This is an optimization exercise on Yosys and OpenROAD, whose aim is small area, not a production implementation. The RTL was checked by simulation tests, not by an equivalence proof against the original design. The clock port is modelled as an ideal driver, which makes a skipped or thinned clock tree look cheaper than it is; a real chip needs a root buffer or a tree. Power and IR drop assume default switching activity.

== build 77 ==
// spibone_core
module spibone_core (
    input  wire        clk,
    input  wire        rst,
    input  wire        sclk,
    input  wire        cs_n,
    input  wire        mosi,
    output wire        miso,
    output wire        miso_oe,
    output wire        bus_cyc,
    output wire        bus_stb,
    output wire        bus_we,
    output wire [29:0] bus_adr,
    output wire [31:0] bus_dat_w,
    output wire [3:0]  bus_sel,
    input  wire        bus_ack,
    input  wire        bus_err,
    input  wire [31:0] bus_dat_r
);
Settings: LEC_CHECK=0, CAP_MARGIN=0, CORE_MARGIN=2, CORE_UTILIZATION=70, PLACE_DENSITY=0.8, SLEW_MARGIN=0; clock period 5.0 ns.
standard.sh (not shown) runs the stock make flow with config.mk's settings and CLKGATE_MAP_FILE= SYNTH_SCRIPT=/design/flow/synth_recipe.tcl, a recipe that flattens the netlist after the stock synthesis.
==> flow/flow/run.sh <==
#!/bin/bash
set -euo pipefail
export BUFFER_PORTS_ARGS="-buffer_cell sky130_fd_sc_hd__buf_1"
RES=orfs/results/${FLOW_PLATFORM}/spibone_core/base
bash standard.sh synth floorplan place > flow_place.log 2>&1
NCLK=${NCLK:-4} CLKBUF=${CLKBUF:-sky130_fd_sc_hd__clkbuf_8} ROOTBUF=${ROOTBUF:-sky130_fd_sc_hd__clkbuf_4} RES_DIR=$RES openroad -no_init -exit flow/cts.tcl > flow_cts.log 2>&1
cp $RES/4_1_cts.odb $RES/4_cts.odb
bash standard.sh finish > flow_finish.log 2>&1
==> flow/flow/cts.tcl <==
set plat $::env(FLOW_HOME)/platforms/$::env(FLOW_PLATFORM)
set res $::env(RES_DIR)
set k $::env(NCLK)
read_liberty $plat/lib/sky130_fd_sc_hd__tt_025C_1v80.lib
read_db $res/3_place.odb
read_sdc $res/3_place.sdc
source $plat/setRC.tcl

set block [ord::get_db_block]
set clk_net [$block findNet clk]
set sinks {}
foreach it [$clk_net getITerms] {
  set b [[$it getInst] getBBox]
  lappend sinks [list $it [expr {([$b xMin] + [$b xMax]) / 2.0}] [expr {([$b yMin] + [$b yMax]) / 2.0}]]
}
set n [llength $sinks]
puts "clock sinks: $n"

# balanced recursive bisection: split the longer side at the median
proc split_groups {pts k} {
  if {$k <= 1} { return [list $pts] }
  set xs [lmap p $pts {lindex $p 1}]
  set ys [lmap p $pts {lindex $p 2}]
  set w [expr {[tcl::mathfunc::max {*}$xs] - [tcl::mathfunc::min {*}$xs]}]
  set h [expr {[tcl::mathfunc::max {*}$ys] - [tcl::mathfunc::min {*}$ys]}]
  set idx [expr {$w >= $h ? 1 : 2}]
  set sorted [lsort -real -index $idx $pts]
  set k1 [expr {$k / 2}]
  set n1 [expr {int(round([llength $pts] * double($k1) / $k))}]
  return [concat [split_groups [lrange $sorted 0 [expr {$n1 - 1}]] $k1] \
                 [split_groups [lrange $sorted $n1 end] [expr {$k - $k1}]]]
}
set groups [split_groups $sinks $k]
set cx {}
set cy {}
set cnt {}
foreach g $groups {
  set sx 0.0
  set sy 0.0
  foreach p $g { set sx [expr {$sx + [lindex $p 1]}]; set sy [expr {$sy + [lindex $p 2]}] }
  lappend cx [expr {$sx / [llength $g]}]
  lappend cy [expr {$sy / [llength $g]}]
  lappend cnt [llength $g]
}
puts "cluster sizes: $cnt"

# with more than 4 leaf buffers, a root buffer drives them (the clock port
# may feed only a few cells directly)
set root_net $clk_net
if {$k > 4} {
  set rmaster [[ord::get_db] findMaster $::env(ROOTBUF)]
  set rbuf [odb::dbInst_create $block $rmaster clkbuf_root]
  set root_net [odb::dbNet_create $block clk_root]
  $root_net setSigType CLOCK
  [$rbuf findITerm A] connect $clk_net
  [$rbuf findITerm X] connect $root_net
  set ax 0.0
  set ay 0.0
  foreach x $cx y $cy { set ax [expr {$ax + $x}]; set ay [expr {$ay + $y}] }
  $rbuf setLocation [expr {int($ax / $k)}] [expr {int($ay / $k)}]
  $rbuf setPlacementStatus PLACED
}

set master [[ord::get_db] findMaster $::env(CLKBUF)]
for {set c 0} {$c < $k} {incr c} {
  set buf [odb::dbInst_create $block $master clkbuf_leaf_$c]
  set net [odb::dbNet_create $block clk_leaf_$c]
  $net setSigType CLOCK
  [$buf findITerm A] connect $root_net
  [$buf findITerm X] connect $net
  $buf setLocation [expr {int([lindex $cx $c])}] [expr {int([lindex $cy $c])}]
  $buf setPlacementStatus PLACED
  lappend nets $net
}
foreach g $groups net $nets {
  foreach p $g {
    set it [lindex $p 0]
    $it disconnect
    $it connect $net
  }
}
detailed_placement
check_placement -verbose
set_propagated_clock [all_clocks]
estimate_parasitics -placement
report_clock_skew
report_checks -path_delay min_max
report_check_types -max_slew -max_capacitance -violators
write_db $res/4_1_cts.odb
write_sdc -no_timestamp $res/4_cts.sdc
Here is what was changed in the inputs of build 46 compared with build 77.
- CORE_UTILIZATION now 40, was 70
- CAP_MARGIN now 20, was 0
- SLEW_MARGIN now 20, was 0
- PLACE_DENSITY now 0.6, was 0.8
Taking build 77 as the reference, in build 46 wire length of the first global-routing pass rose by 3.7%, met2 usage in global routing saw a decrease, full die area +3600 sq um. Post-route standard cell area excluding fillers up 63 sq um in build 46 wrt build 77.
diff inputs: build 46 => build 91
- CORE_UTILIZATION changed from 40 to 70
- PLACE_DENSITY changed from 0.6 to 0.8
-- flow/flow/run.sh --
<<< build 46, line 3
export BUFFER_PORTS_ARGS="-buffer_cell sky130_fd_sc_hd__buf_1"
RES=orfs/results/${FLOW_PLATFORM}/spibone_core/base
>>> build 91, line 3
export BUFFER_PORTS_ARGS="-buffer_cell sky130_fd_sc_hd__buf_1"
export RECOVER_POWER=${RECOVER_POWER:-100}
RES=orfs/results/${FLOW_PLATFORM}/spibone_core/base
On first-iteration detailed-routing DRC count: between build 46 and build 91, it ends up lower for build 46.
Reported for build 46 and build 91, aggregate negative setup slack turned out identical to the last digit.
Shortest period the worst path allows: higher on build 91
Build 46 | stages: all done | timing, DRC, antenna: all pass
[build 91] flow finished | final checks: failed | reasons: capacitance limit, slew limit
Portion of total power attributed to combinational logic essentially unchanged between build 91 and build 46.
Going from build 46 to build 91, wire length on met1 went down, share of the yosys chip area belonging to registers did not really move, area growth from synthesis to final layout went down.
Build 91 -> build 46: synthesized area per cell delta 0, exact match
Setup slack after layout for build 91: 0.90 ns down relative to build 46
Between build 46 and build 91, the flow reports overall routed net length decreasing slightly.
In the flow results for build 46 and build 91, the sequential fraction of total cell area is larger on build 91.
diff inputs: build 91 => build 63
-- flow/flow/run.sh --
<<< build 91, line 3
export BUFFER_PORTS_ARGS="-buffer_cell sky130_fd_sc_hd__buf_1"
export RECOVER_POWER=${RECOVER_POWER:-100}
RES=orfs/results/${FLOW_PLATFORM}/spibone_core/base
>>> build 63, line 3
export BUFFER_PORTS_ARGS="-buffer_cell sky130_fd_sc_hd__buf_1"
export DOWNSIZE=${DOWNSIZE:-1}
RES=orfs/results/${FLOW_PLATFORM}/spibone_core/base
-- flow/flow/cts.tcl --
<<< build 91, line 81
}
detailed_placement
check_placement -verbose
set_propagated_clock [all_clocks]
estimate_parasitics -placement
>>> build 63, line 81
}
set_propagated_clock [all_clocks]
estimate_parasitics -placement
if {[info exists ::env(DOWNSIZE)] && $::env(DOWNSIZE)} {
  # downsize cells off the critical paths (synthesis sizes for speed), then
  # repair any slew/capacitance limits this breaks
  set_dont_use [get_lib_cells {sky130_fd_sc_hd__probe* sky130_fd_sc_hd__lpflow_*}]
  repair_timing -recover_power 100 -verbose
  estimate_parasitics -placement
  repair_design -slew_margin 20 -cap_margin 20 -verbose
}
detailed_placement
check_placement -verbose
estimate_parasitics -placement
- Build 91 finished all stages; however, its layout fails the closing checks, the failures being capacitance limit, slew limit.
- Build 63 completed every stage of the flow, and the final layout passed the timing, DRC and antenna checks.
- Cmp build 63 vs build 91: wire length of the first global-routing pass higher in build 63
- Power share of the clock group (higher): build 63
- Row met3 usage in global routing: build 63 lower / build 91 higher
- Compare build 91 and build 63 | met2 layer usage reported by global route higher: build 63
- Comparing build 91 and build 63, combined global-route utilization of all metal layers is higher on build 63.
- Re worst slew margin relative to its limit: build 91 and build 63 aren't equal, and the lower value belongs to build 91.
- Against build 91, least setup slack across all paths after layout in build 63 came out better.
- Total power after layout across build 91 and build 63: no real change.
- Build 63 ended with less arrival time of data at the critical path endpoint than build 91.
In every run of this note, the design's own scripts or RTL, not TritonCTS, make the clock network.

* * *

== beta ==
The RTL this note starts from:
==> flow/design.v <==
module spibone_sync (
    input  wire clk,
    input  wire rst,
    input  wire raw_clk,
    input  wire raw_csn,
    input  wire raw_din,
    output wire csn,
    output wire din1,
    output wire rise,
    output wire fall,
    output wire rise_next,
    output wire level
);
    reg clk_s1, clk_s2, clk_prev;
    reg csn_s1, csn_s2;
    reg din_s1;
    always @(posedge clk) begin
        if (rst) begin
            clk_s1 <= 1'b0;
            csn_s1 <= 1'b1;
            csn_s2 <= 1'b1;
        end else begin
            clk_s1 <= raw_clk;
            csn_s1 <= raw_csn;
            csn_s2 <= csn_s1;
        end
        clk_s2   <= clk_s1;
        clk_prev <= clk_s2;
        din_s1   <= raw_din;
    end
    assign csn       = csn_s2;
    assign din1      = din_s1;
    assign rise      = clk_s2 & ~clk_prev;
    assign fall      = ~clk_s2 & clk_prev;
    assign rise_next = clk_s1 & ~clk_s2;
    assign level     = clk_prev;
endmodule
module spibone_core (
    input  wire        clk,
    input  wire        rst,
    input  wire        sclk,
    input  wire        cs_n,
    input  wire        mosi,
    output wire        miso,
    output wire        miso_oe,
    output wire        bus_cyc,
    output wire        bus_stb,
    output wire        bus_we,
    output wire [29:0] bus_adr,
    output wire [31:0] bus_dat_w,
    output wire [3:0]  bus_sel,
    input  wire        bus_ack,
    input  wire        bus_err,
    input  wire [31:0] bus_dat_r
);
    localparam [2:0] S_HDR  = 3'd0,
                     S_ADDR = 3'd1,
                     S_VAL  = 3'd2,
                     S_BUS  = 3'd3,
                     S_WAIT = 3'd4,
                     S_RESP = 3'd5,
                     S_DATA = 3'd6,
                     S_END  = 3'd7;
    wire s_csn, din1, rise, fall, rise_next, clk_level;
    spibone_sync u_sync (
        .clk       (clk),
        .rst       (rst),
        .raw_clk   (sclk),
        .raw_csn   (cs_n),
        .raw_din   (mosi),
        .csn       (s_csn),
        .din1      (din1),
        .rise      (rise),
        .fall      (fall),
        .rise_next (rise_next),
        .level     (clk_level)
    );
    reg [2:0]  state;
    reg [4:0]  cnt;
    reg        is_write;
    reg [29:0] address;
    reg [31:0] value;
    wire clear    = rst | s_csn;
    wire waiting  = (state == S_BUS) | (state == S_WAIT);
    wire cnt_end  = (cnt == 5'd7);             
    wire byte_end = (cnt[2:0] == 3'd0);
    wire bus_done = bus_ack | bus_err;
    wire adr_shift = rise_next & (clear | (state == S_HDR) |
                                  ((state == S_ADDR) & (cnt[4:1] != 4'b0011)));
    wire val_load  = (state == S_BUS) & ~is_write;
    wire send      = fall & (state == S_DATA);
    wire val_shift = (rise_next & (state == S_VAL)) | send;
    always @(posedge clk) begin
        if (adr_shift)
            address <= {address[28:0], din1};
        if (val_load)
            value <= bus_dat_r;
        else if (val_shift)
            value <= {value[30:0], din1};
    end
    wire hdr_ok = (address[7:1] == 7'd0);
    always @(posedge clk) begin
        if (clear) begin
            state <= S_HDR;
            cnt   <= 5'd0;
        end else begin
            if (waiting) begin
                if (rise)
                    cnt[2:0] <= cnt[2:0] + 3'd1;
                if (fall)
                    cnt[4] <= 1'b1;
            end else if (rise)
                cnt <= cnt + 5'd1;
            case (state)
                S_HDR: if (rise && cnt_end) begin
                    is_write <= ~address[0];
                    state    <= hdr_ok ? S_ADDR : S_END;
                end
                S_ADDR: if (rise && cnt_end)
                    state <= is_write ? S_VAL : S_BUS;
                S_VAL: if (rise && cnt_end)
                    state <= S_BUS;
                S_BUS: if (bus_done)
                    state <= S_WAIT;
                S_WAIT: if (fall && byte_end)
                    state <= S_RESP;
                S_RESP: if (fall && byte_end)
                    state <= is_write ? S_END : S_DATA;
                S_DATA: if (fall && cnt == 5'd0)
                    state <= S_END;
                default: ;
            endcase
        end
    end
    assign bus_cyc   = (state == S_BUS);
    assign bus_stb   = bus_cyc;
    assign bus_we    = bus_cyc & is_write;
    assign bus_adr   = address;
    assign bus_dat_w = value;
    assign bus_sel   = 4'hF;
    assign miso_oe   = (waiting & cnt[4]) | (state == S_RESP) | (state == S_DATA);
    wire last_edge_rise = clk_level;
    assign miso      = waiting |
                       ((state == S_RESP) & ~is_write &
                        (last_edge_rise ? (cnt[2:0] == 3'd0) : (cnt[2:0] == 3'd7))) |
                       ((state == S_DATA) & value[31]);
endmodule
clock: 5.0 ns
lec_check: 0
cap_margin: 20
core_margin: 2
core_utilization: 70
place_density: 0.8
slew_margin: 20
==> flow/flow/run.sh <==
#!/bin/bash
set -euo pipefail
export BUFFER_PORTS_ARGS="-buffer_cell sky130_fd_sc_hd__buf_1"
export RECOVER_POWER=${RECOVER_POWER:-100}
RES=orfs/results/${FLOW_PLATFORM}/spibone_core/base
bash standard.sh synth floorplan place > flow_place.log 2>&1
NCLK=${NCLK:-4} CLKBUF=${CLKBUF:-sky130_fd_sc_hd__clkbuf_8} ROOTBUF=${ROOTBUF:-sky130_fd_sc_hd__clkbuf_4} RES_DIR=$RES openroad -no_init -exit flow/cts.tcl > flow_cts.log 2>&1
cp $RES/4_1_cts.odb $RES/4_cts.odb
bash standard.sh finish > flow_finish.log 2>&1
==> flow/flow/cts.tcl <==
set plat $::env(FLOW_HOME)/platforms/$::env(FLOW_PLATFORM)
set res $::env(RES_DIR)
set k $::env(NCLK)
read_liberty $plat/lib/sky130_fd_sc_hd__tt_025C_1v80.lib
read_db $res/3_place.odb
read_sdc $res/3_place.sdc
source $plat/setRC.tcl

set block [ord::get_db_block]
set clk_net [$block findNet clk]
set sinks {}
foreach it [$clk_net getITerms] {
  set b [[$it getInst] getBBox]
  lappend sinks [list $it [expr {([$b xMin] + [$b xMax]) / 2.0}] [expr {([$b yMin] + [$b yMax]) / 2.0}]]
}
set n [llength $sinks]
puts "clock sinks: $n"

# balanced recursive bisection: split the longer side at the median
proc split_groups {pts k} {
  if {$k <= 1} { return [list $pts] }
  set xs [lmap p $pts {lindex $p 1}]
  set ys [lmap p $pts {lindex $p 2}]
  set w [expr {[tcl::mathfunc::max {*}$xs] - [tcl::mathfunc::min {*}$xs]}]
  set h [expr {[tcl::mathfunc::max {*}$ys] - [tcl::mathfunc::min {*}$ys]}]
  set idx [expr {$w >= $h ? 1 : 2}]
  set sorted [lsort -real -index $idx $pts]
  set k1 [expr {$k / 2}]
  set n1 [expr {int(round([llength $pts] * double($k1) / $k))}]
  return [concat [split_groups [lrange $sorted 0 [expr {$n1 - 1}]] $k1] \
                 [split_groups [lrange $sorted $n1 end] [expr {$k - $k1}]]]
}
set groups [split_groups $sinks $k]
set cx {}
set cy {}
set cnt {}
foreach g $groups {
  set sx 0.0
  set sy 0.0
  foreach p $g { set sx [expr {$sx + [lindex $p 1]}]; set sy [expr {$sy + [lindex $p 2]}] }
  lappend cx [expr {$sx / [llength $g]}]
  lappend cy [expr {$sy / [llength $g]}]
  lappend cnt [llength $g]
}
puts "cluster sizes: $cnt"

# with more than 4 leaf buffers, a root buffer drives them (the clock port
# may feed only a few cells directly)
set root_net $clk_net
if {$k > 4} {
  set rmaster [[ord::get_db] findMaster $::env(ROOTBUF)]
  set rbuf [odb::dbInst_create $block $rmaster clkbuf_root]
  set root_net [odb::dbNet_create $block clk_root]
  $root_net setSigType CLOCK
  [$rbuf findITerm A] connect $clk_net
  [$rbuf findITerm X] connect $root_net
  set ax 0.0
  set ay 0.0
  foreach x $cx y $cy { set ax [expr {$ax + $x}]; set ay [expr {$ay + $y}] }
  $rbuf setLocation [expr {int($ax / $k)}] [expr {int($ay / $k)}]
  $rbuf setPlacementStatus PLACED
}

set master [[ord::get_db] findMaster $::env(CLKBUF)]
for {set c 0} {$c < $k} {incr c} {
  set buf [odb::dbInst_create $block $master clkbuf_leaf_$c]
  set net [odb::dbNet_create $block clk_leaf_$c]
  $net setSigType CLOCK
  [$buf findITerm A] connect $root_net
  [$buf findITerm X] connect $net
  $buf setLocation [expr {int([lindex $cx $c])}] [expr {int([lindex $cy $c])}]
  $buf setPlacementStatus PLACED
  lappend nets $net
}
foreach g $groups net $nets {
  foreach p $g {
    set it [lindex $p 0]
    $it disconnect
    $it connect $net
  }
}
detailed_placement
check_placement -verbose
set_propagated_clock [all_clocks]
estimate_parasitics -placement
report_clock_skew
report_checks -path_delay min_max
report_check_types -max_slew -max_capacitance -violators
write_db $res/4_1_cts.odb
write_sdc -no_timestamp $res/4_cts.sdc
beta completed end to end; final checks failed (max-capacitance violations, max-slew violations).
Inputs modified between beta and epsilon:
--- a/flow/flow/run.sh
+++ b/flow/flow/run.sh
@@ -3,3 +3,3 @@
 export BUFFER_PORTS_ARGS="-buffer_cell sky130_fd_sc_hd__buf_1"
-export RECOVER_POWER=${RECOVER_POWER:-100}
+export DOWNSIZE=${DOWNSIZE:-1}
 RES=orfs/results/${FLOW_PLATFORM}/spibone_core/base
--- a/flow/flow/cts.tcl
+++ b/flow/flow/cts.tcl
@@ -81,5 +81,14 @@
 }
+set_propagated_clock [all_clocks]
+estimate_parasitics -placement
+if {[info exists ::env(DOWNSIZE)] && $::env(DOWNSIZE)} {
+  # downsize cells off the critical paths (synthesis sizes for speed), then
+  # repair any slew/capacitance limits this breaks
+  set_dont_use [get_lib_cells {sky130_fd_sc_hd__probe* sky130_fd_sc_hd__lpflow_*}]
+  repair_timing -recover_power 100 -verbose
+  estimate_parasitics -placement
+  repair_design -slew_margin 20 -cap_margin 20 -verbose
+}
 detailed_placement
 check_placement -verbose
-set_propagated_clock [all_clocks]
 estimate_parasitics -placement
--- outcome ---
Both conditions hold for epsilon: the flow ran to the end and the final layout passed the timing, DRC and antenna checks.
Compared with beta, in epsilon core utilization +0.57 points; power closely matched the old numbers; total length of routed met2 wires roughly the same; global routing usage on met1 went up 0.62 points.
Compared with beta, epsilon shows a total met3 wirelength after detailed routing that is 22% lower.
Status: clock power parity (epsilon, beta)
A startpoint-to-endpoint class of the critical path of reg -> reg is what beta shows, while in -> reg belongs to epsilon.
In every run of this note, the design's own scripts or RTL, not TritonCTS, make the clock network.

## separate check: timing with driven ports
How much do the figures lean on ideal ports? The routed layouts below were timed once more, with nothing changed but the port constraints. Step 1 sets driving cells, clkbuf_16 on the clock port and buf_2 on the other inputs (assumed; they add their load-dependent delay and slew). Step 2 adds t to the input delays and takes it off the output delays; t is the mean of the earliest and latest rising clock arrival at the registers after step 1. Input paths then give back, and output paths get back, about the clock's delay inside the block. Slacks: ideal ports / drivers / drivers and shift; pairs: ideal ports / drivers.
| run | t (ns) | slack for setup (ns) | worst setup path at the end | clock arrival spread, ns | slew at the worst register clock pin (ns) |
|---|---|---|---|---|---|
| build 77 | 0.217 | 2.532 / 2.476 / 2.491 | input to register | 0.012 / 0.011 | 0.11 / 0.11 |
| build 46 | 0.221 | 2.566 / 2.508 / 2.485 | input to register | 0.015 / 0.015 | 0.12 / 0.12 |
| build 91 | 0.219 | 1.665 / 1.665 / 1.573 | input to register | 0.010 / 0.010 | 0.11 / 0.11 |
| build 63 | 0.220 | 2.548 / 2.491 / 2.528 | input to register | 0.009 / 0.009 | 0.11 / 0.11 |
| beta | 0.216 | 1.617 / 1.617 / 1.611 | input to register | 0.013 / 0.013 | 0.11 / 0.11 |
| epsilon | 0.216 | 2.367 / 2.364 / 2.182 | input to register | 0.011 / 0.011 | 0.11 / 0.11 |
The setup slack of epsilon, which loses most, moves by -0.003 ns with the drivers and by -0.185 ns with both steps.
